This design comes from an exercise in tuning for small area, a short achievable clock period and few clock cycles on the open sky130 flow, not from production work. In this exercise RTL edits were held to simulation tests only and were not proved equivalent to the original. Power and IR drop assume default switching activity.

===== config.mk =====
export PLATFORM = sky130hd
export DESIGN_NAME = patch_encoder
export DESIGN_NICKNAME = patch_encoder
export VERILOG_FILES = /design/flow/design.v
export SDC_FILE = /design/flow/constraint.sdc
export NUM_CORES = 4
export LEC_CHECK = 0
export ABC_AREA = 1
export ABC_CLOCK_PERIOD_IN_PS = 2700
export CAP_MARGIN = 20
export CORE_MARGIN = 2
export CORE_UTILIZATION = 40
export CTS_CLUSTER_DIAMETER = 80
export CTS_CLUSTER_SIZE = 24
export SETUP_SLACK_MARGIN = 3.8
export SLEW_MARGIN = 20

===== constraint.sdc =====
create_clock -name core_clock -period 6.5 [get_ports {clk}]
set_input_delay 1.3000 -clock core_clock [delete_from_list [all_inputs] [get_ports {clk}]]
set_output_delay 1.3000 -clock core_clock [all_outputs]
set_load 0.01 [all_outputs]

===== design.v =====
module patch_encoder (
    input             clk,
    input             rst,
    input             large_patch,
    input             in_valid,
    output            in_ready,
    input      [1:0]  in_kind,
    input      [31:0] in_coef,
    input      [15:0] in_stride,
    input      [7:0]  in_patch_size,
    input      [7:0]  in_layer_type,
    input      [7:0]  in_quant_wbits,
    input      [31:0] in_dc_offset,
    input      [15:0] in_range,
    input      [31:0] in_patch_ids,
    input      [15:0] in_postquant,
    output            out_valid,
    input             out_ready,
    output     [7:0]  out_data,
    output            out_last
);
    localparam [1:0] C_GH = 2'd0, C_PH = 2'd1, C_COEF = 2'd2, C_END = 2'd3;
    localparam [1:0] E_GH = 2'd0, E_PE = 2'd1, E_CF = 2'd2;    
    reg        in_ready_q;
    assign in_ready = in_ready_q;
    wire       fire = in_valid & in_ready_q;
    reg [1:0]  exp_k;
    reg [6:0]  n_cur;         
    reg [6:0]  coef_left;     
    reg [6:0]  pq_r;          
    reg        lp_q;          
    wire       k_cf  = (exp_k == E_CF);
    wire       f_cf  = fire & k_cf;
    wire       f_gh  = fire & !k_cf & (in_kind == C_GH);
    wire       f_ph  = fire & !k_cf & (in_kind == C_PH);
    reg  [1:0] ph_ok;         
    wire       ph_we0 = in_valid & (in_kind == C_PH) & ph_ok[0];
    wire       ph_we1 = in_valid & (in_kind == C_PH) & ph_ok[1];
    reg        gh_ok;         
    wire       gh_we  = in_valid & (in_kind == C_GH) & gh_ok;
    wire       f_end = fire & !k_cf & (in_kind == C_END);
    wire       f_job = f_gh | f_ph | f_end;
    wire       jq_pop, ds_pop, gh_pop;      
    reg [1:0]  jq_wp, jq_rp;
    reg [2:0]  jq_cnt;
    wire [1:0] jq_tail = jq_wp - 2'd1;
    wire       tail_ok = (jq_cnt >= 3'd2) | (jq_cnt == 3'd1) & !jq_pop;
    wire       att_end = f_end & tail_ok & !jq_ghf[jq_tail];
    wire       att_gh  = f_gh & tail_ok;
    wire       f_push  = f_job & !att_end & !att_gh;
    reg [6:0]  n_lut;
    always @(*) begin
        case (in_patch_size[3:0])
            4'd0: n_lut = 7'd0;
            4'd1: n_lut = 7'd1;
            4'd2: n_lut = 7'd4;
            4'd3: n_lut = 7'd9;
            4'd4: n_lut = 7'd16;
            4'd5: n_lut = 7'd25;
            4'd6: n_lut = 7'd36;
            4'd7: n_lut = 7'd49;
            default: n_lut = 7'd64;
        endcase
    end
    reg [1:0]  jq_type [0:3];
    reg [3:0]  jq_done;
    reg [3:0]  jq_endf;       
    reg [3:0]  jq_ghf;        
    wire       jq_clr_e, jq_clr_g;
    reg [4:0]  jq_w    [0:3];
    reg        jq_eob  [0:3];
    reg [6:0]  jq_ntok [0:3];
    reg [3:0]  ds_qh  [0:1];
    reg [31:0] ds_dc  [0:1];
    reg [15:0] ds_rng [0:1];
    reg [31:0] ds_ids [0:1];
    reg        ds_wp, ds_rp;
    reg [1:0]  ds_cnt;
    reg [31:0] gh_d;
    reg        gh_full;
    reg        c_cf, c_ph;
    reg [16:0] c_lo;
    reg        c_sg, c_up0, c_up1, c_last, c_beyond, c_n0;
    reg [3:0]  c_q;
    reg [1:0]  c_j;
    reg [18:0] mem [0:63];
    reg [6:0]  wptr;
    reg [63:0] rp_oh;         
    reg        fne;           
    reg  [6:0] fcnt;          
    wire       tok_load;
    reg        e_v;
    reg [1:0]  e_j;
    reg        t1_v, t1_end;
    reg [1:0]  t1_j;
    reg        wr_v, pend_v;
    reg [6:0]  zcnt;
    reg        z_any;         
    wire [2:0] pt_x = {2'b0, wr_v} + {2'b0, pend_v} + {2'b0, z_any}
                    + {2'b0, t1_v} + {2'b0, c_cf};
    wire [7:0] pt   = {1'b0, fcnt} + {5'b0, pt_x};
    reg [1:0]  exp_n;
    always @(*) begin
        exp_n = exp_k;
        if (f_cf)       exp_n = (coef_left == 7'd1) ? E_PE : E_CF;
        else if (f_gh)  exp_n = E_PE;
        else if (f_ph)  exp_n = (n_cur != 7'd0) ? E_CF : E_PE;
        else if (f_end) exp_n = E_GH;
    end
    wire       gh_full_n = f_gh | (gh_full & !gh_pop);
    wire       jq_room_n = !jq_cnt[2] & !(jq_cnt[1] & jq_cnt[0]) |
                           (jq_cnt == 3'd3) & (!f_job | jq_pop) |
                           jq_cnt[2] & jq_pop & !f_job;
    wire       ds_room_n = !ds_cnt[1] & !ds_cnt[0] |
                           ds_cnt[0] & (!f_ph | ds_pop) |
                           ds_cnt[1] & ds_pop & !f_ph;
    wire       gh_free_n = !f_gh & (!gh_full | gh_pop);
    reg  [7:0] pt_r;
    wire [7:0] pt_b      = pt_r + {7'd0, c_cf};
    wire       room_cf   = f_cf ? (pt_b <= 8'd62) : (pt_b <= 8'd63);
    wire       ready_n   = (exp_n == E_CF) ? room_cf :
                           (exp_n == E_PE) ? jq_room_n & ds_room_n :
                                             jq_room_n & gh_free_n;
    always @(posedge clk) begin
        lp_q     <= large_patch;
        c_cf     <= f_cf;
        c_ph     <= f_ph;
        c_lo     <= in_coef[16:0];
        c_sg     <= in_coef[31];
        c_up0    <= (in_coef[31:17] == 15'd0);
        c_up1    <= (in_coef[31:17] == 15'h7fff);
        c_last   <= (coef_left == 7'd1);
        c_beyond <= (coef_left <= pq_r);
        c_n0     <= (n_cur == 7'd0);
        c_q      <= in_quant_wbits[3:0];
        c_j      <= jq_wp;
        pt_r     <= pt;
        if (gh_we) begin
            n_cur <= n_lut;
            gh_d  <= {in_layer_type, in_patch_size, in_stride};
        end
        if (f_ph) begin
            coef_left    <= n_cur;
            pq_r         <= in_postquant[6:0];
        end
        if (ph_we0) begin
            ds_qh[0]  <= in_quant_wbits[7:4];
            ds_dc[0]  <= in_dc_offset;
            ds_rng[0] <= in_range;
            ds_ids[0] <= in_patch_ids;
        end
        if (ph_we1) begin
            ds_qh[1]  <= in_quant_wbits[7:4];
            ds_dc[1]  <= in_dc_offset;
            ds_rng[1] <= in_range;
            ds_ids[1] <= in_patch_ids;
        end
        if (f_cf) coef_left <= coef_left - 7'd1;
        if (f_push) jq_type[jq_wp] <= in_kind;
        if (f_push) jq_done[jq_wp] <= !f_ph;
        if (jq_clr_e) jq_endf[jq_rp] <= 1'b0;
        if (jq_clr_g) jq_ghf[jq_rp]  <= 1'b0;
        if (f_push) begin
            jq_endf[jq_wp] <= 1'b0;
            jq_ghf[jq_wp]  <= 1'b0;
        end
        if (att_end) jq_endf[jq_tail] <= 1'b1;
        if (att_gh)  jq_ghf[jq_tail]  <= 1'b1;
        if (e_v)    jq_done[e_j]   <= 1'b1;
        if (rst) begin
            in_ready_q <= 1'b1;
            ph_ok      <= 2'b00;
            gh_ok      <= 1'b1;
            exp_k      <= E_GH;
            jq_wp      <= 2'd0;
            jq_cnt     <= 3'd0;
            ds_wp      <= 1'b0;
            ds_cnt     <= 2'd0;
            gh_full    <= 1'b0;
            c_cf       <= 1'b0;
            c_ph       <= 1'b0;
        end else begin
            in_ready_q <= ready_n;
            gh_ok      <= ready_n & (exp_n != E_CF);
            ph_ok[0]   <= ready_n & (exp_n != E_CF) & ((ds_wp ^ f_ph) == 1'b0);
            ph_ok[1]   <= ready_n & (exp_n != E_CF) & ((ds_wp ^ f_ph) == 1'b1);
            exp_k      <= exp_n;
            if (f_push & !jq_pop)      jq_cnt <= jq_cnt + 3'd1;
            else if (!f_push & jq_pop) jq_cnt <= jq_cnt - 3'd1;
            if (f_ph & !ds_pop)       ds_cnt <= ds_cnt + 2'd1;
            else if (!f_ph & ds_pop)  ds_cnt <= ds_cnt - 2'd1;
            gh_full    <= gh_full_n;
            if (f_push) jq_wp <= jq_wp + 2'd1;
            if (f_ph)  ds_wp <= !ds_wp;
        end
    end
    reg [3:0]  q_lo;
    reg [16:0] oracc;
    reg [1:0]  pj;
    reg        t1_eff, t1_sg;
    reg [16:0] t1_mag;
    wire [16:0] c_neg  = 17'd0 - c_lo;
    wire [16:0] c_mag  = c_sg ? c_neg : c_lo;
    wire        c_lo0  = (c_lo == 17'd0);
    wire        c_hi   = c_sg ? (!c_up1 | c_lo0) : !c_up0;
    wire        c_nz   = c_sg | !c_up0 | !c_lo0;
    wire [16:0] upmask;
    genvar gi;
    generate
        for (gi = 0; gi < 17; gi = gi + 1) begin : g_up
            if (gi <= 7) assign upmask[gi] = 1'b1;
            else         assign upmask[gi] = ({1'b0, q_lo} >= gi - 7);
        end
    endgenerate
    always @(posedge clk) begin
        t1_eff <= c_nz & !c_beyond;
        t1_sg  <= c_sg;
        t1_mag <= c_hi ? 17'd0 : c_mag;
        t1_j   <= c_ph ? c_j : pj;
        if (c_ph) begin
            q_lo  <= c_q;
            oracc <= 17'd0;
            pj    <= c_j;
        end
        if (c_cf) oracc <= oracc | (c_mag & upmask);
        if (rst) begin
            t1_v   <= 1'b0;
            t1_end <= 1'b0;
        end else begin
            t1_v   <= c_cf;
            t1_end <= (c_cf & c_last) | (c_ph & c_n0);
        end
    end
    reg [18:0] pend_tok;
    reg [18:0] wr_d;
    reg [6:0]  ntok;
    wire [18:0] t1_tok  = {1'b1, t1_sg, t1_mag};
    wire [18:0] run_tok = {12'd0, zcnt};
    wire        t1_nz   = t1_v & t1_eff;
    reg        wr_n_v, pend_n_v;
    reg [18:0] wr_n_d, pend_n_tok;
    always @(*) begin
        wr_n_v     = pend_v;
        wr_n_d     = pend_tok;
        pend_n_v   = 1'b0;
        pend_n_tok = t1_tok;
        if (t1_nz) begin
            if (z_any) begin
                wr_n_v = 1'b1; wr_n_d = run_tok; pend_n_v = 1'b1;
            end else if (pend_v) begin
                pend_n_v = 1'b1;
            end else begin
                wr_n_v = 1'b1; wr_n_d = t1_tok;
            end
        end
    end
    wire [6:0] ntok_add = !t1_nz ? ntok : z_any ? ntok + 7'd2 : ntok + 7'd1;
    wire [3:0] minw = q_lo[3:1] + 4'd1;
    reg  [4:0] hb;
    integer hj;
    always @(*) begin
        hb = 5'd0;
        for (hj = 0; hj < 17; hj = hj + 1) if (oracc[hj]) hb = hj;
    end
    reg        e_eob;
    reg [6:0]  e_ntok;
    reg [3:0]  e_minw;
    reg [4:0]  hb_r;
    wire [4:0] wfin = ((hb_r > {1'b0, e_minw}) ? hb_r : {1'b0, e_minw}) + 5'd1;
    always @(posedge clk) begin
        wr_d     <= wr_n_d;
        pend_tok <= pend_n_tok;
        if (wr_v) mem[wptr[5:0]] <= wr_d;
        hb_r   <= hb;
        e_minw <= minw;
        e_j    <= t1_j;
        e_eob  <= t1_v & !t1_eff;
        e_ntok <= ntok_add;
        if (e_v) begin
            jq_w[e_j]    <= wfin;
            jq_eob[e_j]  <= e_eob;
            jq_ntok[e_j] <= e_ntok;
        end
        if (rst) begin
            wr_v   <= 1'b0;
            e_v    <= 1'b0;
            pend_v <= 1'b0;
            zcnt   <= 7'd0;
            z_any  <= 1'b0;
            ntok   <= 7'd0;
            wptr   <= 7'd0;
            fcnt   <= 7'd0;
            fne    <= 1'b0;
        end else begin
            wr_v   <= wr_n_v;
            e_v    <= t1_end;
            pend_v <= pend_n_v;
            if (t1_end)                zcnt <= 7'd0;
            else if (t1_v & !t1_eff)   zcnt <= zcnt + 7'd1;
            else if (t1_nz)            zcnt <= 7'd0;
            if (t1_end)                z_any <= 1'b0;
            else if (t1_v & !t1_eff)   z_any <= 1'b1;
            else if (t1_nz)            z_any <= 1'b0;
            ntok <= t1_end ? 7'd0 : ntok_add;
            if (wr_v) wptr <= wptr + 7'd1;
            fne  <= (fcnt >= 7'd2) | (fcnt == 7'd1) & (wr_v | !tok_load) | wr_v;
            if (wr_v & !tok_load)      fcnt <= fcnt + 7'd1;
            else if (!wr_v & tok_load) fcnt <= fcnt - 7'd1;
        end
    end
    localparam [3:0] S_IDLE = 4'd0, S_GH1 = 4'd1, S_H1 = 4'd2, S_H2 = 4'd3,
                     S_H3 = 4'd4, S_H4 = 4'd5, S_H5 = 4'd6, S_TOK = 4'd7,
                     S_EOB = 4'd8, S_POST = 4'd9;
    reg [3:0]  es;
    reg [6:0]  toks_left;
    reg        ceob;
    reg [4:0]  cw;
    reg [16:0] lowmask;       
    reg [2:0]  shA, shB;
    reg        cw_ge8;
    reg        tok_v;
    reg [18:0] tok_q;
    reg        u_v, u_end, u1_v, u1_end;
    reg [19:0] u_val, u1_val;
    reg [5:0]  u_len, u1_len;
    wire       u_acc;                 
    wire       u_rdy = !u1_v;
    wire [1:0] h_type = jq_type[jq_rp];
    wire       h_ok   = (jq_cnt != 3'd0) && jq_done[jq_rp];
    wire [4:0] h_w    = jq_w[jq_rp];
    wire [3:0] d_qh   = ds_qh[ds_rp];
    wire [31:0] d_dc  = ds_dc[ds_rp];
    wire [15:0] d_rng = ds_rng[ds_rp];
    wire [31:0] d_ids = ds_ids[ds_rp];
    wire [16:0] tm    = tok_q[16:0];
    wire        clamp = |(tm & ~lowmask);
    wire [16:0] mg    = clamp ? 17'd0 : tm;
    wire [7:0]  fa    = cw_ge8 ? mg[7:0] : (mg[7:0] << shA);
    wire [7:0]  fb    = mg[15:8] << shB;
    wire [19:0] t_val = tok_q[18] ? {2'b11, tok_q[17], fa, fb, mg[16]} : 20'd0;
    wire [5:0]  t_len = tok_q[18] ? ({1'b0, cw} + 6'd3) : tm[5:0];
    wire       tok_use = (es == S_TOK) & tok_v & u_rdy;
    reg        tl0, tl1;      
    wire       last_tok = tl1;
    reg        go;            
    reg [19:0] n_val;
    reg [5:0]  n_len;
    reg        n_end;
    reg [3:0]  es_n;
    reg        pop_j, pop_d, pop_g, fin, clr_e, clr_g;
    wire       endf_h = jq_endf[jq_rp];
    wire       ghf_h  = jq_ghf[jq_rp];
    always @(*) begin
        go = 1'b0; n_val = 20'd0; n_len = 6'd16; n_end = 1'b0;
        es_n = es; pop_j = 1'b0; pop_d = 1'b0; pop_g = 1'b0;
        fin = 1'b0; clr_e = 1'b0; clr_g = 1'b0;
        case (es)
            S_IDLE: if (h_ok & u_rdy) begin
                go = 1'b1;
                case (h_type)
                    C_GH: begin
                        n_val = {gh_d[7:0], gh_d[15:8], 4'd0};
                        es_n  = S_GH1;
                    end
                    C_PH: begin
                        n_val = {d_qh, h_w[3:0] - 4'd2, d_dc[7:0], 4'd0};
                        es_n  = S_H1;
                    end
                    default: begin
                        n_val = {8'h61, 12'd0};
                        n_len = 6'd8;
                        n_end = 1'b1;
                        fin   = 1'b1;
                    end
                endcase
            end
            S_GH1: if (u_rdy) begin
                go = 1'b1;
                n_val = {gh_d[23:16], gh_d[31:24], 4'd0};
                pop_g = 1'b1; clr_g = 1'b1;
                if (endf_h) es_n = S_POST;
                else begin es_n = S_IDLE; pop_j = 1'b1; end
            end
            S_H1: if (u_rdy) begin
                go = 1'b1; n_val = {d_dc[15:8], d_dc[23:16], 4'd0}; es_n = S_H2;
            end
            S_H2: if (u_rdy) begin
                go = 1'b1; n_val = {d_dc[31:24], d_rng[7:0], 4'd0}; es_n = S_H3;
            end
            S_H3: if (u_rdy) begin
                go = 1'b1; n_val = {d_rng[15:8], d_ids[7:0], 4'd0}; es_n = S_H4;
            end
            S_H4: if (u_rdy) begin
                go = 1'b1;
                if (lp_q) begin
                    n_val = {d_ids[15:8], d_ids[23:16], 4'd0};
                    es_n  = S_H5;
                end else begin
                    n_val = {d_ids[9], d_ids[8], 18'd0};
                    n_len = 6'd2;
                    pop_d = 1'b1;
                    es_n  = !tl0 ? S_TOK : ceob ? S_EOB : S_IDLE;
                    fin   = tl0 & !ceob;
                end
            end
            S_H5: if (u_rdy) begin
                go = 1'b1; n_val = {d_ids[31:24], 12'd0}; n_len = 6'd8;
                pop_d = 1'b1;
                es_n  = !tl0 ? S_TOK : ceob ? S_EOB : S_IDLE;
                fin   = tl0 & !ceob;
            end
            S_TOK: if (tok_v & u_rdy) begin
                go = 1'b1; n_val = t_val; n_len = t_len;
                if (last_tok) begin
                    es_n  = ceob ? S_EOB : S_IDLE;
                    fin   = !ceob;
                end
            end
            S_EOB: if (u_rdy) begin
                go = 1'b1; n_val = {2'b10, 18'd0}; n_len = 6'd2;
                fin = 1'b1; es_n = S_IDLE;
            end
            S_POST: if (u_rdy) begin
                go = 1'b1;
                if (endf_h) begin
                    n_val = {8'h61, 12'd0};
                    n_len = 6'd8;
                    n_end = 1'b1;
                    clr_e = 1'b1;
                    if (!ghf_h) begin es_n = S_IDLE; pop_j = 1'b1; end
                end else begin
                    n_val = {gh_d[7:0], gh_d[15:8], 4'd0};
                    es_n  = S_GH1;
                end
            end
            default: es_n = S_IDLE;
        endcase
        if (fin) begin
            if (endf_h | ghf_h) es_n = S_POST;
            else                pop_j = 1'b1;
        end
    end
    assign jq_clr_e = clr_e;
    assign jq_clr_g = clr_g;
    assign jq_pop = pop_j;
    assign ds_pop = pop_d;
    assign gh_pop = pop_g;
    assign tok_load = (!tok_v | tok_use) & fne;
    reg [18:0] rd_tok;
    integer ri;
    always @(*) begin
        rd_tok = 19'd0;
        for (ri = 0; ri < 64; ri = ri + 1)
            rd_tok = rd_tok | ({19{rp_oh[ri]}} & mem[ri]);
    end
    always @(posedge clk) begin
        if (tok_load) tok_q <= rd_tok;
        if (es == S_IDLE && h_ok && u_rdy && h_type == C_PH) begin
            toks_left <= jq_ntok[jq_rp];
            tl0       <= (jq_ntok[jq_rp] == 7'd0);
            tl1       <= (jq_ntok[jq_rp] == 7'd1);
            ceob      <= jq_eob[jq_rp];
            cw        <= h_w;
        end
        lowmask <= (17'd1 << cw) - 17'd1;
        shA     <= 3'd0 - cw[2:0];                           
        shB     <= (cw >= 5'd16) ? 3'd0 : 3'd0 - cw[2:0];    
        cw_ge8  <= (cw >= 5'd8);
        if (tok_use) begin
            toks_left <= toks_left - 7'd1;
            tl0       <= tl1;
            tl1       <= (toks_left == 7'd2);
        end
        if (u_acc || !u_v) begin
            u_val <= u1_v ? u1_val : n_val;
            u_len <= u1_v ? u1_len : n_len;
            u_end <= u1_v ? u1_end : n_end;
        end
        if (go) begin
            u1_val <= n_val;
            u1_len <= n_len;
            u1_end <= n_end;
        end
        if (rst) begin
            es     <= S_IDLE;
            jq_rp  <= 2'd0;
            ds_rp  <= 1'b0;
            rp_oh  <= 64'd1;
            tok_v  <= 1'b0;
            u_v    <= 1'b0;
            u1_v   <= 1'b0;
        end else begin
            es <= es_n;
            if (pop_j) jq_rp <= jq_rp + 2'd1;
            if (pop_d) ds_rp <= !ds_rp;
            if (tok_load) rp_oh <= {rp_oh[62:0], rp_oh[63]};
            if (tok_load)     tok_v <= 1'b1;
            else if (tok_use) tok_v <= 1'b0;
            if (u_acc || !u_v) begin
                u_v  <= u1_v | go;
                u1_v <= 1'b0;
            end else begin
                u1_v <= u1_v | go;
            end
        end
    end
    reg [31:0] acc;
    reg [6:0]  cnt;
    reg        ending;
    reg        ob0_v, ob1_v, ob0_l, ob1_l;
    reg [7:0]  ob0_d, ob1_d;
    wire       c_ge8  = (cnt >= 7'd8);
    wire       c_le8  = (cnt <= 7'd8);
    wire       c_le12 = (cnt <= 7'd12);
    wire       c_le20 = (cnt <= 7'd20);
    wire       avail  = c_ge8 | (ending & (cnt != 7'd0));
    wire       do_out = avail & !ob1_v;
    wire       b_last = ending & c_le8;
    assign     u_acc  = u_v & !ending & (c_le12 | (do_out & c_le20));
    wire [39:0] ins40 = {u_val, 20'd0} >> cnt[4:0];
    wire [39:0] new40 = {acc, 8'd0} | (u_acc ? ins40 : 40'd0);
    wire [31:0] acc_n = do_out ? new40[31:0] : new40[39:8];
    wire [6:0]  sum0  = cnt + {1'b0, u_len};
    wire [6:0]  sum8  = cnt + {1'b0, u_len} - 7'd8;
    wire [6:0]  cnt_n = u_acc ? (do_out ? sum8 : sum0) :
                        do_out ? (b_last ? 7'd0 : cnt - 7'd8) : cnt;
    wire       pop    = ob0_v & out_ready;
    always @(posedge clk) begin
        if (rst) begin
            acc    <= 32'd0;
            cnt    <= 7'd0;
            ending <= 1'b0;
            ob0_v  <= 1'b0;
            ob1_v  <= 1'b0;
        end else begin
            acc    <= acc_n;
            cnt    <= cnt_n;
            ending <= (u_acc & u_end) | (ending & !(do_out & b_last));
            if (pop) begin
                ob0_v <= ob1_v | do_out;
                ob0_d <= ob1_v ? ob1_d : acc[31:24];
                ob0_l <= ob1_v ? ob1_l : b_last;
                ob1_v <= ob1_v & do_out;
                ob1_d <= acc[31:24];
                ob1_l <= b_last;
            end else if (!ob0_v) begin
                ob0_v <= do_out;
                ob0_d <= acc[31:24];
                ob0_l <= b_last;
            end else if (do_out) begin
                ob1_v <= 1'b1;
                ob1_d <= acc[31:24];
                ob1_l <= b_last;
            end
        end
    end
    assign out_valid = ob0_v;
    assign out_data  = ob0_d;
    assign out_last  = ob0_l;
endmodule

===== run.sh =====
#!/bin/bash
# synth_recipe.tcl (not shown) runs the flow's synth.tcl, then flattens the netlist and writes it again
# the make line also repeats each setting of config.mk as NAME=value (left out here)
make -C /OpenROAD-flow-scripts/flow DESIGN_CONFIG=/design/flow/config.mk WORK_HOME=/design/flow/orfs CLKGATE_MAP_FILE= SYNTH_SCRIPT=/design/flow/synth_recipe.tcl finish

==> summary.txt, run 1 <==
Final Net Count: 7011
Final Hold Fails: 0
pwr dens: 360 nW/µm²
DRC: 0
DRT antenna net count: 0
GPL Wtd Cong: 0.918
category of the worst setup path launch point: flop
layout cells sized above 1: 10.9%
Initial DRT Pass Iterations: 6
cell area after technology mapping: 76300 µm²
Die Height: 441 µm
Critical Path Sink Type: flop
WL final: 247 mm
post-synthesis async set-or-reset flop share: 0%
area leader, netlist: edfxtp_1
RSZ-0062 raised after global routing: yes
Area growth syn-to-layout: 15.4%
Clock Latency Late Sink: 790 ps
max_cap viols: 0
CTS tree: yes
Post-synth EDFFs: 1624
minimum clock period: 2890 ps
Sum Neg Setup Slack: 0 ps
Syn Inst Count: 6462
clock root buffer: clkbuf_16
peak supply drop: 0.248 mV
initial antenna violation count: 11
Leak Pwr: 30.4 nW
Critical Path AT: 3270 ps
CP required: 6880 ps
sequential cell area fraction in the yosys report: 72.3%
first-pass GRT wire length: 344 mm
status: no timing/DRC/antenna violations
Total Power: 0.0317 W
kind of critical path: flop to flop
Tcrit/Tclk final: 44.4%
largest net degree at the start of global routing: 85
GRT Total Usage: 24.7%
CTS Sinks: 1941
Worst Tran Pin Value: 1190 ps
number of filler cells placed in the layout: 17000
Slew headroom: 19.9%
Yosys top cell area share: 63.9%
crit-path cells: buf_12, buf_4, buf_4, nand2_1, nand4_1, nor4_1, nand4_1
total grt overflow: 0
cts hold-fix bufs: 0
Max FO, Critical Path: 9
Most used DFF post-synth: edfxtp_1
synth top area cells: edfxtp_1, nand2_1, dfxtp_1, nand4_1, nor2_1
die area: 194000 µm²
Core ar.: 190000 µm²
I/O Pins: 186
Detailed Place HPWL: 146 mm
H-tree depth: 3
Die W: 441 µm
Crit-path slowest cell: nor4_1
Synth Area per Inst: 11.8 µm²
I/O Buffers: 176
Num CTS Buffers: 104
via count: 52300
clk_skew: 50.5 ps
Yosys warnings: 5
FP Rows: 160
slowest stage delay, CP: 970 ps
Clk pin slew, worst setup/hold paths: 100 ps
FF+latch count, synth: 1941
Hold Crit Class: flop to flop
clk buf depth: 3
Slew Viols, Final: 0
post-DR wirelength/cell: 26.4 µm
maximum clock rate: 346 MHz
Initial Utilization: 40.2%
vias in the first global route: 48200
Syn Nets: 6715
Via density: 5.59
Final setup viols: 0
Synth cell types: 64
DR iter-0 viols: 6805
reg-to-reg slack, setup: 3610 ps
critical path, delay by kind of cell, from the launching register on:
family / cells / cell delay [ps]
flops: 1 / 380
buf+inv: 3 / 490
simple gates: 4 / 1610
per-stage QoR:
stage	area (µm²)	instances	hold WS [ps]	worst slack, ps	utilization, %
after floorplan	76300	6462	323	3320	-
after global placement	81800	9019	329	2380	43.1
after detailed placement	81800	9022	329	2350	43.1
after CTS	86800	9287	352	3620	45.8
after global routing	88000	9350	357	3620	46.4
final	88000	9355	351	3610	46.4
path summary, 6_finish.rpt:
check | cells after the start | endpoint | startpoint
setup reg to reg | 7 | tok_q[3] | rp_oh[33]
hold / removal | 0 | e_j[1] | pj[1]
hold reg to reg | 0 | e_j[1] | pj[1]
setup / recovery | 7 | tok_q[3] | rp_oh[33]
state kept, by name, indices dropped and copies added (netlist names), 18 cells and up, named ones only:
name      flops
gh_d         32
u1_val       20
tok_q        19
wr_d         19
ds_ids       64
pend_tok     18
acc          32
ds_dc        64
jq_w         20
ds_rng       32
mem        1216
jq_ntok      28
u_val        20
rp_oh        64
report_power, final:
part           internal, W  switching [W]  total (W)
Sequential          0.0142       0.000696     0.0149
Combinational      0.00278        0.00644    0.00921
Clock              0.00333        0.00424    0.00757
area by class of cell:
cell class                 count  area, µm²  share of cell area [%]
sequential                  1941      55300                    62.8
multi-input combinational   3901      19900                    22.6
timing repair buffer         438       4850                    5.51
tap                         2511       3140                    3.57
clock buffer                 143       2840                    3.23
inverter                     372       1480                    1.68
clock inverter                43        568                   0.645
antenna                        6       15.0                  0.0171
cell usage in the layout (no fill, tap or decap), types with 17 or more instances in the layout:
cell,instances
nor2_1,401
o21ai_1,36
clkdlybuf4s50_1,161
o21ai_0,258
xnor2_1,20
nor2_4,74
clkbuf_16,110
nand3_1,201
inv_1,338
nor3_1,53
nor4_1,47
buf_4,170
a21oi_1,198
a22o_1,44
nand4_1,293
nand2_2,20
clkbuf_1,33
edfxtp_1,1624
dfxtp_1,242
ha_1,72
dfxtp_2,56
xor2_1,37
mux2i_1,19
dfxtp_4,19
buf_12,68
or2_2,17
nand2_1,1849
per-layer routing:
layer  vias up  share of wire (%)  track usage [%]  wire length, µm
li1      23200                  -                -                -
met1     25800                 39             33.2            95700
met3       529                 11             4.62            26500
met4         6                5.1             10.4            12500
met2      2688                 45             39.3           112000
met5         -              0.015                0               37
kinds of logic after synthesis:
group / Yosys count / share of synthesized area, %
simple gates: 3050 / 17.0
flops: 1941 / 72.3
compound gates: 692 / 5.29
buf+inv: 625 / 3.18
fa+ha+maj: 78 / 1.32
xor+xnor: 57 / 0.655
mux: 19 / 0.249
synth_stat cells (20+ instances only):
cell type and instances:
a21oi_1 206, a22o_1 45, buf_1 21, clkbuf_1 204, dfxtp_1 317, edfxtp_1 1624
ha_1 74, inv_1 349, nand2_1 1870, nand3_1 204, nand4_1 293, nor2_1 477
nor3_1 71, nor4_1 63, o21ai_0 263, o21ai_1 34, xnor2_1 20, xor2_1 37
repair_timing:
| item | 4_1_cts | 5_1_grt |
|---|---|---|
| pin swaps | 45 | 38 |
| gates resized for setup | 185 | 82 |
| buffers inserted | 72 | 57 |
| cloned | 7 | 4 |
| setup endpoints to repair | 1420 | 521 |
Testbench counts, summed over its fixed seeds: cycles 13,490.
==> inputs of run 2 (changes only) <==
--- a/config.mk
+++ b/config.mk
@@ -5,7 +5,6 @@
 export SDC_FILE = /design/flow/constraint.sdc
 export NUM_CORES = 4
 export LEC_CHECK = 0
-export ABC_AREA = 1
 export ABC_CLOCK_PERIOD_IN_PS = 2700
 export CAP_MARGIN = 20
 export CORE_MARGIN = 2
==> summary.txt, run 2 <==
status: no timing/DRC/antenna violations
maximum clock rate: 362 MHz (+4.4%)
Max FO, Critical Path: 21 (+12)
top cell family by delay on the critical path: simple AND/OR/NAND/NOR gates
Syn Nets: 5090 (-24%)
CTS tree: yes
Hold WS: 341 ps (-10.3 ps)
Comb pwr share: 14.7% (-14 points)
most frequent cells after synthesis: edfxtp_1, dfxtp_1, a221oi_1
Sum Neg Setup Slack: 0 ps (unchanged)
first-pass GRT wire length: 355 mm (+3.2%)
most frequent cell after synthesis: edfxtp_1
CTS Sinks: 1941 (unchanged)
Synth cell types: 92 (+44%)
Die W: 436 µm (-1.1%)
post-DR wirelength/cell: 33.8 µm (+28%)
total grt overflow: 0 (unchanged)
Detailed Place HPWL: 150 mm (+3.1%)
Tcrit/Tclk final: 42.6% (-1.9 points)
sequential cell area fraction in the yosys report: 73.9% (+1.6 points)
max reg flops: 1216 (unchanged)
cts hold-fix bufs: 0 (unchanged)
Num CTS Buffers: 97 (-6.7%)
Final Util: 45.9% (-0.49 points)
minimum clock period: 2770 ps (-123 ps)
Post-Synth Adder-Cell Area: 1.35% (+0.029 points)
crit path capture: tok_q[0]
WP depth: 5 (-2)
GRT Total Usage: 26.4% (+1.7 points)
Post-synth EDFFs: 1624 (unchanged)
pwr dens: 295 nW/µm² (-18%)
DRT antenna net count: 0 (unchanged)
clock root buffer: clkbuf_16
WL final: 259 mm (+5.0%)
layout cells sized above 1: 15.2% (+4.3 points)
DR iter-0 viols: 7593 (+12%)
Total Power: 0.0251 W (-21%)
post-synthesis async set-or-reset flop share: 0% (unchanged)
XOR/XNOR Fraction of Synth Area: 0.951% (+0.30 points)
clk_skew: 55.6 ps (+5.18 ps)
Hold Crit Class: flop to flop
vias in the first global route: 45200 (-6.2%)
Core ar.: 185000 µm² (-2.3%)
I/O Buffers: 176 (unchanged)
largest family of logic cells by synthesized area: compound AO/OA/AOI/OAI gates
Clk pin slew, worst setup/hold paths: 100 ps (about the same)
cell area after technology mapping: 74600 µm² (-2.2%)
reg-to-reg slack, setup: 3730 ps (+120 ps)
Area growth syn-to-layout: 14.1%
cell-internal power: 0.0183 W (-9.6%)
number of filler cells placed in the layout: 16100 (-5.0%)
Initial Utilization: 40.2% (+0.056 points)
Sequential Power Share: 57.4% (+10 points)
Net Sw Power: 0.00676 W (-41%)
Syn Inst Count: 4837 (-25%)
Critical R2R Launch: rp_oh[26]
category of the worst setup path launch point: flop
Die Height: 436 µm (-1.1%)
Via density: 6.32 (+13%)
cells on worst reg2reg path: 5 (-2)
Initial DRT Pass Iterations: 9 (+3)
Yosys warnings: 5 (unchanged)
FF+latch count, synth: 1941 (unchanged)
via count: 48500 (-7.1%)
Critical Path Sink Type: flop
DRC: 0 (unchanged)
GPL Wtd Cong: 0.895 (-2.5%)
clk buf depth: 3 (unchanged)
hold path depth: 0 (unchanged)
Clock Latency Late Sink: 790 ps (about the same)
peak supply drop: 0.215 mV (-13%)
max_cap viols: 0 (unchanged)
Leak Pwr: 26.9 nW (-11%)
Yosys top cell area share: 65.4% (+1.4 points)
RSZ-0062 raised after global routing: yes
Slew headroom: 20.2% (+0.36 points)
FP Rows: 158 (-1.3%)
Post-Place Worst Slack: 2210 ps (-142 ps)
commonest non-fill, non-tap cells in the layout: edfxtp_1, a22o_1, a221oi_1, nand2_1, buf_4
Most used DFF post-synth: edfxtp_1
sw frac: 26.9% (-9.0 points)
post-synthesis simple-gate area fraction: 6.33% (-11 points)
Worst Setup SP: rp_oh[26]
Crit-path slowest cell: or4_4
synth top area cells: edfxtp_1, dfxtp_1, a221oi_1, a22o_1, nand2_1
Slew Viols, Final: 0 (unchanged)
mux share of post-synthesis cell area: 3.22% (+3.0 points)
clock share of power: 27.9% (+4.0 points)
commonest non-fill, non-tap cell in the layout: edfxtp_1
Worst Tran Pin Value: 1200 ps (+1.74 ps)
Final Hold Fails: 0 (unchanged)
largest net degree at the start of global routing: 68 (-20%)
reg-to-reg endpoint: tok_q[0]
Final Net Count: 5370 (-23%)
initial antenna violation count: 6 (-5)
kind of critical path: flop to flop
Critical Path AT: 3250 ps (-20 ps)
crit path buf inv count: 1 (-2)
CP required: 6980 ps (+100 ps)
Synth Area per Inst: 15.4 µm² (+31%)
crit-path cells: buf_4, a22o_1, a221oi_1, nand4_1, or4_4
I/O Pins: 186 (unchanged)
final worst slack: 3730 ps (+123 ps)
Compound-Gate Fraction of Synth Area: 12.3% (+7.0 points)
area leader, netlist: edfxtp_1
slowest stage delay, CP: 630 ps (-340 ps)
H-tree depth: 3 (unchanged)
Final setup viols: 0 (unchanged)
die area: 190000 µm² (-2.1%)
-- run 2: power by group through the flow --
stage	sequential (W)	clock (W)	combinational, W
6_report	0.0144	0.00701	0.00369
5_1_grt	0.0145	0.00747	0.00395
4_1_cts	0.0144	0.00703	0.00339
3_5_place_dp	0.0147	0	0.00313
3_3_place_gp	0.0147	0	0.00310
2_1_floorplan	0.0144	0	0.00213
-- run 2: how the worst min path moves through the flow --
stage / start / end / slack [ps]
after floorplan: t1_mag[0] / pend_tok[0] / 320
after global placement: pj[0] / e_j[0] / 330
after detailed placement: pj[0] / e_j[0] / 330
after CTS: t1_mag[10] / pend_tok[10] / 340
after global routing: t1_mag[10] / pend_tok[10] / 340
final: t1_mag[10] / pend_tok[10] / 340
-- run 2: metrics by stage --
stage / cells / area (µm²)
after floorplan: 4837 / 74800
after global placement: 7370 / 80000
after detailed placement: 7370 / 80000
after CTS: 7590 / 84000
after global routing: 7665 / 85100
final: 7671 / 85100
-- run 2: final cells by class --
cell class / count / area, µm² / area share (%)
Sequential cell: 1941 / 55300 / 65.0
Timing Repair Buffer: 452 / 4130 / 4.85
Inverter: 99 / 389 / 0.457
Clock buffer: 142 / 2650 / 3.11
Timing Repair inverter: 2 / 10.0 / 0.0118
Multi-Input combinational cell: 2524 / 19300 / 22.6
Tap cell: 2480 / 3100 / 3.65
Clock inverter: 24 / 269 / 0.316
Antenna cell: 7 / 17.5 / 0.0206
-- run 2: repair_timing --
| action | in CTS | in global routing |
|---|---|---|
| pin swaps | 32 | 42 |
| hold endpoints to repair | 0 | 0 |
| gates cloned | 6 | 4 |
| resized for setup | 207 | 100 |
| setup buffers | 48 | 70 |
| setup endpoints to repair | 1115 | 378 |
-- run 2: layer usage --
metal / vias up / routed length, µm / global-route usage, %
met4: 5 / 15700 / 12.7
met3: 723 / 30700 / 5.89
met1: 24800 / 96600 / 35.1
met2: 3243 / 116000 / 41.0
li1: 19800 / - / -
met5: - / 54 / 0
-- run 2: kinds of logic after synthesis --
logic type,after synthesis
XOR/XNOR,81
AND/OR/NAND/NOR,967
buffers and inverters,377
flip-flops,1941
multiplexers,185
AO/OA/AOI/OAI,1208
adder cells (fa/ha/maj),78
==> inputs of run 3 (changes only) <==
--- a/config.mk
+++ b/config.mk
@@ -5,11 +5,11 @@
 export SDC_FILE = /design/flow/constraint.sdc
 export NUM_CORES = 4
 export LEC_CHECK = 0
-export ABC_CLOCK_PERIOD_IN_PS = 2700
+export ABC_CLOCK_PERIOD_IN_PS = 2500
 export CAP_MARGIN = 20
 export CORE_MARGIN = 2
 export CORE_UTILIZATION = 40
 export CTS_CLUSTER_DIAMETER = 80
 export CTS_CLUSTER_SIZE = 24
-export SETUP_SLACK_MARGIN = 3.8
+export SETUP_SLACK_MARGIN = 4.2
 export SLEW_MARGIN = 20
==> summary.txt, run 3 <==
most frequent cell after synthesis: edfxtp_1
synth top area cells: edfxtp_1, dfxtp_1, a221oi_1, a22o_1, nand2_1
clk_skew: 36.1 ps (-19.6 ps)
Yosys warnings: 5 (unchanged)
GRT Total Usage: 27.8% (+1.5 points)
Syn Nets: 5090 (unchanged)
FP Rows: 158 (unchanged)
Detailed Place HPWL: 150 mm (about the same)
Crit-path slowest cell: edfxtp_1
initial antenna violation count: 12 (+6)
Final Hold Fails: 0 (unchanged)
layout cells sized above 1: 26.0% (+11 points)
CTS tree: yes
Leak Pwr: 29.5 nW (+9.9%)
FF+latch count, synth: 1941 (unchanged)
Worst Tran Pin Value: 1170 ps (-31.1 ps)
Critical Path AT: 1300 ps (-1950 ps)
H-tree depth: 3 (unchanged)
Hold Crit Class: flop to flop
Initial Utilization: 40.2% (unchanged)
crit path buf inv count: 1 (unchanged)
Post-synth EDFFs: 1624 (unchanged)
GPL Wtd Cong: 0.896 (about the same)
cell area after technology mapping: 74600 µm² (unchanged)
Final setup viols: 0 (unchanged)
Num CTS Buffers: 98 (+1.0%)
WL final: 275 mm (+6.0%)
pwr dens: 292 nW/µm² (-0.90%)
Sum Neg Setup Slack: 0 ps (unchanged)
peak supply drop: 0.222 mV (+3.3%)
clk buf depth: 3 (unchanged)
Tcrit/Tclk final: 40.0% (-2.6 points)
most frequent cells after synthesis: edfxtp_1, dfxtp_1, a221oi_1
max_cap viols: 0 (unchanged)
Synth Area per Inst: 15.4 µm² (unchanged)
status: no timing/DRC/antenna violations
Clk pin slew, worst setup/hold paths: 90 ps (about the same)
CTS Sinks: 1941 (unchanged)
I/O Pins: 186 (unchanged)
Final Util: 49.4% (+3.5 points)
area leader, netlist: edfxtp_1
CP required: 5200 ps (-1780 ps)
maximum clock rate: 385 MHz (+6.5%)
slowest stage delay, CP: 390 ps (-240 ps)
DRC: 0 (unchanged)
max reg flops: 1216 (unchanged)
Core ar.: 185000 µm² (unchanged)
die area: 190000 µm² (unchanged)
commonest non-fill, non-tap cell in the layout: edfxtp_1
crit-path cells: buf_6
Most used DFF post-synth: edfxtp_1
via count: 50800 (+4.7%)
Final Net Count: 5641 (+5.0%)
Slew headroom: 22.3% (+2.1 points)
Yosys top cell area share: 65.4% (unchanged)
Initial DRT Pass Iterations: 6 (-3)
Via density: 6.39 (+1.1%)
DR iter-0 viols: 8012 (+5.5%)
Final Non-Filler Cells: 7946 (+3.6%)
DRT antenna net count: 0 (unchanged)
Max FO, Critical Path: 1 (-95%)
Syn Inst Count: 4837 (unchanged)
largest net degree at the start of global routing: 65 (-4.4%)
number of filler cells placed in the layout: 15500 (-4.2%)
Inst Count DP: 7368 (-0.027%)
Die W: 436 µm (unchanged)
Clock Latency Late Sink: 790 ps (about the same)
post-DR wirelength/cell: 34.6 µm (+2.4%)
RSZ-0062 raised after global routing: yes
clock root buffer: clkbuf_16
Area growth syn-to-layout: 22.8%
post-synthesis async set-or-reset flop share: 0% (unchanged)
I/O Buffers: 176 (unchanged)
Slew Viols, Final: 0 (unchanged)
total grt overflow: 0 (unchanged)
top cell family by delay on the critical path: flip-flops
vias in the first global route: 47100 (+4.2%)
Die Height: 436 µm (unchanged)
kind of critical path: flop to primary output
Synth cell types: 92 (unchanged)
first-pass GRT wire length: 373 mm (+5.1%)
category of the worst setup path launch point: flop
sequential cell area fraction in the yosys report: 73.9% (unchanged)
Critical Path Sink Type: primary output
commonest non-fill, non-tap cells in the layout: edfxtp_1, a22o_1, buf_4, nand2_1, a221oi_1
minimum clock period: 2600 ps (-168 ps)
run 3: worst reg2reg max path: cells and delay by family, from the launching register on:
| kind | cells | cell delay [ps] |
|---|---|---|
| AOI/OAI and AO/OA | 2 | 500 |
| DFF | 1 | 480 |
| and+or+nand+nor | 2 | 1300 |
run 3: what timing repair did:
| action | 4_1_cts | 5_1_grt |
|---|---|---|
| endpoints found under the setup margin | 1757 | 1081 |
| hold buffers | 0 | 0 |
| pin swaps | 178 | 165 |
| gates cloned | 20 | 7 |
| gates resized for setup | 714 | 333 |
| buffers inserted | 278 | 95 |
run 3: logic make-up after synthesis:
kind of cell	share of synthesized area, %
multiplexers	3.22
AND/OR/NAND/NOR	6.33
XOR/XNOR	0.951
flip-flops	73.9
AO/OA/AOI/OAI	12.3
adder cells (fa/ha/maj)	1.35
buffers and inverters	1.96
run 3: final timing paths:
| path | from | to | slack (ps) | cells past startpoint |
|---|---|---|---|---|
| hold / removal | t1_mag[1] | pend_tok[1] | 350 | 0 |
| setup reg to reg | rp_oh[60] | tok_q[0] | 3910 | 4 |
| hold reg to reg | t1_mag[1] | pend_tok[1] | 350 | 0 |
| setup / recovery | ob0_l | out_last | 3900 | 1 |
run 3: per-layer routing:
layer / part of all wire (%) / global-route usage (%) / vias to the layer above
li1: - / - / 20400
met4: 7.0 / 14.5 / 14
met5: 0.077 / 0 / -
met1: 36 / 36.3 / 25900
met2: 44 / 43.2 / 3614
met3: 13 / 6.82 / 884
run 3: stage by stage:
stage               setup slack, ps  power (W)  hold WS [ps]  instance area, µm²
finish                         3900     0.0268           347               91700
global route                   3840     0.0276           356               91600
CTS                            3840     0.0261           346               89200
detailed placement             2310     0.0180           327               80400
global placement               2320     0.0179           327               80300
floorplan                      3540     0.0167           323               75400
run 3: layout make-up:
class	instances	area [µm²]	share of cell area, %
clock buffer	141	2760	3.01
multi-input combinational	2528	21700	23.6
timing repair inverter	1	7.51	0.00819
antenna	11	27.5	0.0300
sequential	1941	55400	60.5
clock inverter	26	372	0.405
tap	2480	3100	3.39
inverter	99	420	0.459
timing repair buffer	719	7900	8.62
run 3: where the power goes:
group / total (W) / switching, W / internal [W]
Clock: 0.00729 / 0.00412 / 0.00317
Combinational: 0.00507 / 0.00277 / 0.00231
Sequential: 0.0144 / 0.000477 / 0.0139
==> inputs of run 4 (changes only) <==
--- a/config.mk
+++ b/config.mk
@@ -5,11 +5,11 @@
 export SDC_FILE = /design/flow/constraint.sdc
 export NUM_CORES = 4
 export LEC_CHECK = 0
-export ABC_CLOCK_PERIOD_IN_PS = 2500
+export ABC_CLOCK_PERIOD_IN_PS = 2600
 export CAP_MARGIN = 20
 export CORE_MARGIN = 2
 export CORE_UTILIZATION = 40
 export CTS_CLUSTER_DIAMETER = 80
 export CTS_CLUSTER_SIZE = 24
-export SETUP_SLACK_MARGIN = 4.2
+export SETUP_SLACK_MARGIN = 4.0
 export SLEW_MARGIN = 20
==> summary.txt, run 4 <==
status: no timing/DRC/antenna violations
I/O Pins: 186 (unchanged)
Final Hold Fails: 0 (unchanged)
Total Power: 0.0260 W (-2.8%)
Via density: 6.35 (-0.67%)
DRT antenna net count: 0 (unchanged)
initial antenna violation count: 8 (-4)
DR WL met2: 119 mm (-3.0%)
maximum clock rate: 378 MHz (-1.9%)
pwr dens: 297 nW/µm² (+1.5%)
Final setup viols: 0 (unchanged)
Initial DRT Pass Iterations: 7 (+1)
reg-to-reg slack, setup: 3850 ps (-60 ps)
total grt overflow: 0 (unchanged)
Initial Utilization: 40.2% (unchanged)
H-tree depth: 3 (unchanged)
Max Used Layer: met5
Critical Path AT: 3170 ps (+1870 ps)
Critical Path Sink Type: flop
Num CTS Buffers: 101 (+3.1%)
Clk pin slew, worst setup/hold paths: 100 ps (about the same)
Synth cell types: 92 (unchanged)
clock root buffer: clkbuf_16
largest net degree at the start of global routing: 70 (+7.7%)
hold path depth: 0 (unchanged)
Clock Latency Late Sink: 790 ps (about the same)
Die Height: 436 µm (unchanged)
Tcrit/Tclk final: 40.7% (+0.76 points)
most frequent cell after synthesis: edfxtp_1
RSZ-0062 raised after global routing: yes
Syn Nets: 5090 (unchanged)
post-DR wirelength/cell: 33.8 µm (-2.5%)
cts hold-fix bufs: 0 (unchanged)
via count: 49400 (-2.8%)
WL met1: 96.1 mm (-1.9%)
max_cap viols: 0 (unchanged)
Detailed Place HPWL: 149 mm (-0.79%)
Die W: 436 µm (unchanged)
number of filler cells placed in the layout: 15900 (+2.9%)
Hold Crit Start: pj[1]
first-pass GRT wire length: 360 mm (-3.4%)
max reg flops: 1216 (unchanged)
Slew headroom: 23.6% (+1.3 points)
Critical R2R Launch: jq_rp[0]
CTS Sinks: 1941 (unchanged)
minimum clock period: 2650 ps (+49.2 ps)
commonest non-fill, non-tap cells in the layout: edfxtp_1, a22o_1, nand2_1, a221oi_1, buf_4
peak supply drop: 0.222 mV (about the same)
Synth Area per Inst: 15.4 µm² (unchanged)
die area: 190000 µm² (unchanged)
area leader, netlist: edfxtp_1
hold endpoint: e_j[1]
Yosys warnings: 5 (unchanged)
commonest non-fill, non-tap cell in the layout: edfxtp_1
cells on worst reg2reg path: 9 (+5)
reg-to-reg endpoint: u_val[5]
Post-synth EDFFs: 1624 (unchanged)
GRT Total Usage: 26.8% (-1.0 points)
final worst slack: 3850 ps (-49.2 ps)
Final Net Count: 5481 (-2.8%)
FF+latch count, synth: 1941 (unchanged)
most frequent cells after synthesis: edfxtp_1, dfxtp_1, a221oi_1
WL final: 263 mm (-4.6%)
Worst Tran Pin Value: 1150 ps (-18.9 ps)
synth top area cells: edfxtp_1, dfxtp_1, a221oi_1, a22o_1, nand2_1
sequential cell area fraction in the yosys report: 73.9% (unchanged)
cell area after technology mapping: 74600 µm² (unchanged)
category of the worst setup path launch point: flop
CTS tree: yes
DR iter-0 viols: 8284 (+3.4%)
GPL Wtd Cong: 0.869 (-3.0%)
Syn Inst Count: 4837 (unchanged)
met3 WL: 32.1 mm (-9.3%)
Leak Pwr: 28.0 nW (-5.3%)
kind of critical path: flop to flop
Max FO, Critical Path: 3 (+2)
Yosys top cell area share: 65.4% (unchanged)
DRC: 0 (unchanged)
I/O Buffers: 176 (unchanged)
Area growth syn-to-layout: 17.6%
Hold Crit Class: flop to flop
Most used DFF post-synth: edfxtp_1
vias in the first global route: 45900 (-2.7%)
Sum Neg Setup Slack: 0 ps (unchanged)
clk buf depth: 3 (unchanged)
layout cells sized above 1: 20.0% (-5.9 points)
Core ar.: 185000 µm² (unchanged)
CP required: 7030 ps (+1830 ps)
post-synthesis async set-or-reset flop share: 0% (unchanged)
Hold WS: 350 ps (+3.22 ps)
Post-Place Worst Slack: 2320 ps (+16.2 ps)
Slew Viols, Final: 0 (unchanged)
clk_skew: 44.0 ps (+7.98 ps)
FP Rows: 158 (unchanged)
==> run 4: cell types whose count changed in the layout (fill, tap and decap cells not counted), moves of 17 or more <==
| cell | previous run | this run |
|---|---|---|
| dfxtp_1 | 205 | 222 |
| a21oi_2 | 28 | 10 |
| nor2_1 | 162 | 179 |
| buf_6 | 129 | 71 |
| dfxtp_4 | 63 | 37 |
| a221oi_1 | 218 | 277 |
| a221oi_2 | 85 | 32 |
| a21oi_1 | 151 | 174 |
| buf_8 | 30 | 3 |
| buf_12 | 77 | 29 |
==> run 4: what timing repair did <==
action,CTS,global route
pin swaps,92,86
buffers inserted,141,76
resized for setup,386,227
cloned,8,2
endpoints found under the setup margin,1471,348
==> run 4: area by class of cell <==
type	count	area (µm²)	share of cell area [%]
Sequential cell	1941	55300	63.1
Multi-Input combinational cell	2524	20400	23.2
Timing Repair Buffer	560	5330	6.08
Tap cell	2480	3100	3.54
Clock buffer	136	2820	3.21
Inverter	99	404	0.461
Clock inverter	31	375	0.428
Antenna cell	6	15.0	0.0171
Timing Repair inverter	1	5.00	0.00570
==> run 4: power breakdown <==
group | switching [W] | leakage (nW) | internal (W) | total (W)
Clock | 0.00414 | 1.55 | 0.00319 | 0.00733
Combinational | 0.00247 | 9.61 | 0.00184 | 0.00431
Sequential | 0.000448 | 16.8 | 0.0139 | 0.0144
==> run 4: worst max path at each step <==
| stage | cells past startpoint | startpoint | endpoint | slack [ps] |
|---|---|---|---|---|
| 4_1_cts | 1 | ob0_d[6] | out_data[6] | 3760 |
| 5_1_grt | 1 | ob0_d[7] | out_data[7] | 3780 |
| 2_1_floorplan | 9 | in_valid | in_ready_q | 3540 |
| 3_5_place_dp | 9 | in_kind[0] | in_ready_q | 2320 |
| 3_3_place_gp | 9 | in_kind[0] | in_ready_q | 2370 |
| 6_report | 9 | jq_rp[0] | u_val[5] | 3850 |
==> run 4: metrics by stage <==
step,cell area (µm²),std cells,util [%]
floorplan,75000,4837,-
global placement,80200,7378,43.2
detailed placement,80200,7378,43.2
CTS,86000,7694,46.4
global route,87700,7773,47.3
finish,87700,7778,47.3
==> run 4: kinds of logic (layout without fill, tap and decap cells) <==
logic type      count (synthesis)  count (layout)  share of synthesized area [%]
compound gates               1208            1210                           12.3
fa+ha+maj                      78              78                           1.35
buf+inv                       377             827                           1.96
flops                        1941            1941                           73.9
simple gates                  967             969                           6.33
other cells                     0               6                              0
mux                           185             186                           3.22
xor+xnor                       81              81                          0.951
==> run 4: routing by layer <==
metal | track usage (%) | vias to the layer above
met5 | 0 | -
met4 | 13.2 | 4
met3 | 5.60 | 722
met2 | 41.8 | 3383
met1 | 35.7 | 25300
li1 | - | 20000
==> run 4: critical path: stages (launching register included) <==
cell and delay, ps:
dfxtp_4 380, buf_6 120, mux4_2 440, nor2_4 80, buf_6 140, buf_6 130, a2111oi_4 460, nor2_1 100
a221o_1 300, mux2_4 260
==> inputs of run 5 (changes only) <==
--- a/config.mk
+++ b/config.mk
@@ -5,7 +5,7 @@
 export SDC_FILE = /design/flow/constraint.sdc
 export NUM_CORES = 4
 export LEC_CHECK = 0
-export ABC_CLOCK_PERIOD_IN_PS = 2600
+export ABC_CLOCK_PERIOD_IN_PS = 2700
 export CAP_MARGIN = 20
 export CORE_MARGIN = 2
 export CORE_UTILIZATION = 40
==> summary.txt, run 5 <==
status: no timing/DRC/antenna violations
most frequent cells after synthesis: edfxtp_1, dfxtp_1, a221oi_1
Post-Place Worst Slack: 2320 ps (unchanged)
CTS Sinks: 1941 (unchanged)
I/O Pins: 186 (unchanged)
Final Net Count: 5481 (unchanged)
Leak Pwr: 28.0 nW (unchanged)
cells on worst reg2reg path: 9 (unchanged)
number of filler cells placed in the layout: 15900 (unchanged)
clk_skew: 44.0 ps (unchanged)
CP required: 7030 ps (about the same)
Yosys top cell area share: 65.4% (unchanged)
Syn Inst Count: 4837 (unchanged)
post-synthesis async set-or-reset flop share: 0% (unchanged)
pwr dens: 297 nW/µm² (unchanged)
Hold Crit Class: flop to flop
post-DR wirelength/cell: 33.8 µm (unchanged)
hold path depth: 0 (unchanged)
I/O Buffers: 176 (unchanged)
layout cells sized above 1: 20.0% (unchanged)
slowest stage delay, CP: 460 ps (about the same)
Clk pin slew, worst setup/hold paths: 100 ps (about the same)
cts hold-fix bufs: 0 (unchanged)
Core ar.: 185000 µm² (unchanged)
RSZ-0062 raised after global routing: yes
hold endpoint: e_j[1]
kind of critical path: flop to flop
Synth Area per Inst: 15.4 µm² (unchanged)
Final setup viols: 0 (unchanged)
H-tree depth: 3 (unchanged)
GPL Wtd Cong: 0.869 (unchanged)
DRT antenna net count: 0 (unchanged)
DR iter-0 viols: 8284 (unchanged)
FF+latch count, synth: 1941 (unchanged)
Max FO, Critical Path: 3 (unchanged)
commonest non-fill, non-tap cells in the layout: edfxtp_1, a22o_1, nand2_1, a221oi_1, buf_4
Slew Viols, Final: 0 (unchanged)
Die W: 436 µm (unchanged)
WL final: 263 mm (unchanged)
die area: 190000 µm² (unchanged)
mux share of post-synthesis cell area: 3.22% (unchanged)
most frequent cell after synthesis: edfxtp_1
clock root buffer: clkbuf_16
final worst slack: 3850 ps (unchanged)
Sum Neg Setup Slack: 0 ps (unchanged)
crit path buf inv count: 3 (unchanged)
max reg flops: 1216 (unchanged)
most used cell, CP: buf_6
Num CTS Buffers: 101 (unchanged)
Most used DFF post-synth: edfxtp_1
via count: 49400 (unchanged)
DRC: 0 (unchanged)
Post-synth EDFFs: 1624 (unchanged)
Compound-Gate Fraction of Synth Area: 12.3% (unchanged)
reg-to-reg slack, setup: 3850 ps (about the same)
Tcrit/Tclk final: 40.7% (unchanged)
GRT Total Usage: 26.8% (unchanged)
crit-path cells: buf_6, mux4_2, nor2_4, buf_6, buf_6, a2111oi_4, nor2_1, a221o_1, mux2_4
cell area after technology mapping: 74600 µm² (unchanged)
Worst Tran Pin Value: 1150 ps (unchanged)
Critical Path Sink Type: flop
total grt overflow: 0 (unchanged)
Initial DRT Pass Iterations: 7 (unchanged)
largest family of logic cells by synthesized area: compound AO/OA/AOI/OAI gates
Area growth syn-to-layout: 17.6% (unchanged)
Syn Nets: 5090 (unchanged)
Via density: 6.35 (unchanged)
Detailed Place HPWL: 149 mm (unchanged)
post-synthesis simple-gate area fraction: 6.33% (unchanged)
top cell family by delay on the critical path: compound AO/OA/AOI/OAI gates
peak supply drop: 0.222 mV (unchanged)
Initial Utilization: 40.2% (unchanged)
Critical R2R Launch: jq_rp[0]
max_cap viols: 0 (unchanged)
Die Height: 436 µm (unchanged)
vias in the first global route: 45900 (unchanged)
area leader, netlist: edfxtp_1
Post-Synth Adder-Cell Area: 1.35% (unchanged)
Critical Path AT: 3170 ps (about the same)
Synth cell types: 92 (unchanged)
Clock Latency Late Sink: 790 ps (about the same)
commonest non-fill, non-tap cell in the layout: edfxtp_1
Final Hold Fails: 0 (unchanged)
Hold Crit Start: pj[1]
FP Rows: 158 (unchanged)
initial antenna violation count: 8 (unchanged)
synth top area cells: edfxtp_1, dfxtp_1, a221oi_1, a22o_1, nand2_1
largest net degree at the start of global routing: 70 (unchanged)
Yosys warnings: 5 (unchanged)
category of the worst setup path launch point: flop
sequential cell area fraction in the yosys report: 73.9% (unchanged)
maximum clock rate: 378 MHz (unchanged)
first-pass GRT wire length: 360 mm (unchanged)
Crit-path slowest cell: a2111oi_4
CTS tree: yes
XOR/XNOR Fraction of Synth Area: 0.951% (unchanged)
minimum clock period: 2650 ps (unchanged)
clk buf depth: 3 (unchanged)
reg-to-reg endpoint: u_val[5]
Slew headroom: 23.6% (unchanged)
[run 5: cell counts in the layout (fill, tap and decap cells not counted)]
Identical to the previous run, type by type.
[run 5: repair_timing]
item                                    in CTS  in global routing
endpoints found under the setup margin    1471                348
gates cloned                                 8                  2
gates resized for setup                    386                227
setup buffers                              141                 76
pin swaps                                   92                 86
[run 5: worst max-delay path by stage]
stage                          start          end  slack (ps)  depth (start not counted)
after floorplan             in_valid   in_ready_q        3540                          9
after global placement    in_kind[0]   in_ready_q        2370                          9
after detailed placement  in_kind[0]   in_ready_q        2320                          9
after CTS                   ob0_d[6]  out_data[6]        3760                          1
after global routing        ob0_d[7]  out_data[7]        3780                          1
final                       jq_rp[0]     u_val[5]        3850                          9
[run 5: cell type report]
class / count / area, µm² / area share (%)
inverters: 99 / 404 / 0.461
repair buffers: 560 / 5330 / 6.08
well taps: 2480 / 3100 / 3.54
repair inverters: 1 / 5.00 / 0.00570
multi-input cells: 2524 / 20400 / 23.2
flip-flops and latches: 1941 / 55300 / 63.1
diodes: 6 / 15.0 / 0.0171
clock buffers: 136 / 2820 / 3.21
clock inverters: 31 / 375 / 0.428
[run 5: where the power goes]
part	total (W)	switching [W]	leakage, nW	internal (W)
registers	0.0144	0.000448	16.8	0.0139
clock network	0.00733	0.00414	1.55	0.00319
logic	0.00431	0.00247	9.61	0.00184
[run 5: metal layers]
metal | vias up | track usage [%] | part of all wire (%) | wire length [µm]
met4 | 4 | 13.2 | 6.0 | 15700
met1 | 25300 | 35.7 | 37 | 96100
li1 | 20000 | - | - | -
met5 | - | 0 | 0.0084 | 22
met2 | 3383 | 41.8 | 45 | 119000
met3 | 722 | 5.60 | 12 | 32100
[run 5: cells by family (layout without fill, tap and decap cells)]
kind of cell             Yosys count  count (layout)
buffers and inverters            377             827
other                              0               6
AO/OA/AOI/OAI                   1208            1210
XOR/XNOR                          81              81
AND/OR/NAND/NOR                  967             969
adder cells (fa/ha/maj)           78              78
multiplexers                     185             186
flip-flops                      1941            1941
[run 5: stage by stage]
step | hold WS (ps) | power, W | cell area (µm²) | instances | utilization [%]
6_report | 350 | 0.0260 | 87700 | 7778 | 47.3
2_1_floorplan | 323 | 0.0166 | 75000 | 4837 | -
4_1_cts | 351 | 0.0257 | 86000 | 7694 | 46.4
5_1_grt | 366 | 0.0268 | 87700 | 7773 | 47.3
3_5_place_dp | 331 | 0.0179 | 80200 | 7378 | 43.2
3_3_place_gp | 326 | 0.0178 | 80200 | 7378 | 43.2

-- static timing again, ports no longer ideal --
How much do the figures lean on ideal ports? The routed layouts below were timed once more, with nothing changed but the port constraints.
Step 1 (the two cells are an assumption about what drives the block):
set clk [get_ports {clk}]
set_driving_cell -lib_cell sky130_fd_sc_hd__clkbuf_16 $clk
set_driving_cell -lib_cell sky130_fd_sc_hd__buf_2 [delete_from_list [all_inputs] $clk]
Step 2 also shifts input and output timing later by t, the mid clock arrival at the registers, as if the neighbouring blocks saw the same clock.
Slacks: ideal ports / drivers / drivers and shift; pairs: ideal ports / drivers.
| run | t (ns) | setup slack, ns | clock arrival spread, ns | slew at the worst register clock pin (ns) |
|---|---|---|---|---|
| run 1 | 0.852 | 3.611 / 3.611 / 3.132 | 0.050 / 0.050 | 0.10 / 0.10 |
| run 2 | 0.851 | 3.734 / 3.734 / 3.117 | 0.063 / 0.063 | 0.11 / 0.11 |
| run 3 | 0.851 | 3.902 / 3.813 / 3.185 | 0.056 / 0.057 | 0.11 / 0.11 |
| run 4 | 0.861 | 3.853 / 3.762 / 3.154 | 0.050 / 0.051 | 0.10 / 0.10 |
| run 5 | 0.861 | 3.853 / 3.762 / 3.154 | 0.050 / 0.051 | 0.10 / 0.10 |
After both steps every run listed still meets setup and hold. For run 3, which loses most, drivers alone change the setup slack by -0.089 ns; drivers and shift together by -0.717 ns.
